What follows belongs to an exercise in optimizing a design on an open flow for small area, a short achievable clock period and few clock cycles; a production flow would make more cautious choices.
The RTL was checked by simulation tests, not by an equivalence proof against the original design.
No activity file was given, so power comes from the tool's default toggle rates.

## rev 12
Design bse_keybuild, start of the top module:
module bse_keybuild (
    input  wire       clk,
    input  wire       rst,
    input  wire       in_valid,
    output wire       in_ready,
    input  wire [7:0] in_data,
    input  wire       in_last,
    input  wire [7:0] tf_num,
    input  wire [7:0] tf_den,
    output wire       out_valid,
    input  wire       out_ready,
    output wire [7:0] out_data,
    output wire       out_last
);
Size in the first run: roughly 20000 cells after synthesis, about 170000 sq um of cells after synthesis.
export LEC_CHECK = 0
export ABC_CLOCK_PERIOD_IN_PS = 3500
export CAP_MARGIN = 20
export CORE_MARGIN = 2
export CORE_UTILIZATION = 62
export PLACE_DENSITY = 0.72
export SETUP_SLACK_MARGIN = 5
export SLEW_MARGIN = 20
create_clock -name core_clock -period 11.0 [get_ports {clk}]
standard.sh (not shown) runs the stock make flow with config.mk's settings and CLKGATE_MAP_FILE= SYNTH_SCRIPT=/design/flow/synth_recipe.tcl, a recipe that flattens the netlist after the stock synthesis.
==> flow/flow/run.sh <==
#!/bin/bash
set -euo pipefail
MARGIN=${MARGIN:-7}
bash standard.sh synth > synth.log 2>&1
# the make call of standard.sh, with the margin changed
MAKECMD=$(grep '^make ' standard.sh | sed -e "s/SETUP_SLACK_MARGIN=[0-9.]*/SETUP_SLACK_MARGIN=${MARGIN}/" -e 's/"\${@:-finish}"/finish/')
eval "$MAKECMD" > layout.log 2>&1
# write the final DEF as standard.sh does
sed -n '/^if \[\[ -f/,/^fi/p' standard.sh > write_def.sh
bash write_def.sh > write_def.log 2>&1
test -f out/final.def
Every stage of rev 12 finished as expected; the final checks, on the other hand, flagged antenna rules, which means the layout fails.
Testbench counts of rev 12, summed over its fixed seeds: cycles 78,949.
Relative to rev 12, the following input files were edited for rev 13:
-- flow/design.v --
<<< rev 12, line 207
    reg  [7:0] stop_sel;
    wire       stop2 = srch_busy && one_r && (ph == PH_P2);
    reg  [7:0] nxt_sel;
    always @(posedge clk) nxt_sel <= msb8(lvl - 8'd1);
    assign sel_d = q_init ? (init_lvl ? ((lvl != 8'd0) ? nxt_sel : stop_sel) : sel_total) :
                   s_start ? 8'h80 :
                   stop2 ? 8'd0 : srch_busy ? (sel >> 1) : sel;
>>> rev 13, line 207
    reg  [7:0] stop_sel;
    wire       stop2 = srch_busy && one_r && (ph == PH_P2);
    assign sel_d = q_init ? (init_lvl ? ((lvl != 8'd0) ? msb8(lvl) : stop_sel) : sel_total) :
                   s_start ? 8'h80 :
                   stop2 ? 8'd0 : srch_busy ? (sel >> 1) : sel;
<<< rev 12, line 233
    wire [20:0] rem_n = rem - {1'b0, ld};
    reg  [8:0]  rank;
    reg         pick1_r;         
    reg  [8:0]  k2;
    wire        ge = nt_ok && ge_r;
>>> rev 13, line 231
    wire [20:0] rem_n = rem - {1'b0, ld};
    reg  [8:0]  rank;
    reg  [8:0]  k2;
    wire        ge = nt_ok && ge_r;
<<< rev 12, line 333
            smode      <= 1'b0;
            spick_r    <= 1'b0;
            pick1_r    <= 1'b0;
            pcnt       <= 9'd0;
            ep_v       <= 1'b0;
>>> rev 13, line 330
            smode      <= 1'b0;
            spick_r    <= 1'b0;
            pcnt       <= 9'd0;
            ep_v       <= 1'b0;
<<< rev 12, line 411
                    nt_ok <= 1'b1;
            end
            pick1_r <= p1_pick;
            if (pick1_r) begin
                rem  <= rem_n;
                ge_r <= rem_n[20] || (rem_n == 21'd0);
                rank <= rank + 9'd1;
            end
            ep_v <= 1'b0;
            room <= ({1'b0, fq_n} + {3'd0, ep_v} + {3'd0, p2_pick} - {3'd0, fq_pop}) < FQ;
>>> rev 13, line 407
                    nt_ok <= 1'b1;
            end
            ep_v <= 1'b0;
            room <= ({1'b0, fq_n} + {3'd0, ep_v} + {3'd0, p2_pick} - {3'd0, fq_pop}) < FQ;
<<< rev 12, line 462
                    end
                    case (sub)
                        SU_SRCH: if (!q_init && !s_start && (!srch_busy || (!smode && sel[0]))) begin
                            sub   <= smode ? SU_SADD : SU_PICK;
                            pk_en <= !ge && !smode;
>>> rev 13, line 452
                    end
                    case (sub)
                        SU_SRCH: if (!srch_busy && !q_init && !s_start) begin
                            sub   <= smode ? SU_SADD : SU_PICK;
                            pk_en <= !ge && !smode;
<<< rev 12, line 472
                        end
                        SU_PICK: if (p1_pick) begin
                            if (single) begin
                                pk_en <= 1'b0;
>>> rev 13, line 462
                        end
                        SU_PICK: if (p1_pick) begin
                            rem  <= rem_n;
                            ge_r <= rem_n[20] || (rem_n == 21'd0);
                            rank <= rank + 9'd1;
                            if (single) begin
                                pk_en <= 1'b0;
## What came out
- No stage failed in rev 13, and the final checks on the layout all came back clean.
- On final cell count: between rev 12 and rev 13, it ends up higher for rev 13.
- Compared with rev 12, rev 13 shows routability congestion estimate higher by 0.027.
- Worst-case hold slack: rev 13 vs rev 12 — no meaningful difference
- Diff rev 13..rev 12 | number of buffers inserted during clock tree synthesis | negligible
- Row clock buffer count: rev 13 lower / rev 12 higher
- Rev 12 → rev 13: sum of routed wire length over all layers grew by about 1%; area of the core was more or less identical; worst setup slack increased 140 ps.
- Compared with rev 12, rev 13 is the more power-hungry design.
- Higher wire length of the first global-routing pass was reported by rev 13, not rev 12.
- Summary of rev 13 over rev 12: register-to-register slack rose by 140 ps; reported net switching power up 1.9%; flip-flop and latch power shows no meaningful change.
Testbench counts of rev 13, summed over its fixed seeds: cycles 79,612.

re-timing with driven ports:
The results above use ideal ports. As a check the final layouts listed here were re-extracted and re-timed, cells and wires unchanged.
Step 1 sets driving cells, clkbuf_16 on the clock port and buf_2 on the other inputs (assumed; they add their load-dependent delay and slew).
Step 2 also shifts input and output timing later by t, the mid clock arrival at the registers, as if the neighbouring blocks saw the same clock.
Slacks: ideal ports / drivers / drivers and shift; pairs: ideal ports / drivers.
| run | t (ns) | setup slack, ns | worst setup path after step 2 | latest minus earliest clock arrival (ns) |
|---|---|---|---|---|
| rev 12 | 1.086 | 6.547 / 6.547 / 6.266 | input to register | 0.081 / 0.082 |
| rev 13 | 1.095 | 6.686 / 6.686 / 6.065 | input to register | 0.077 / 0.077 |
For rev 13, which loses most, drivers alone change the setup slack by 0.000 ns; drivers and shift together by -0.621 ns.
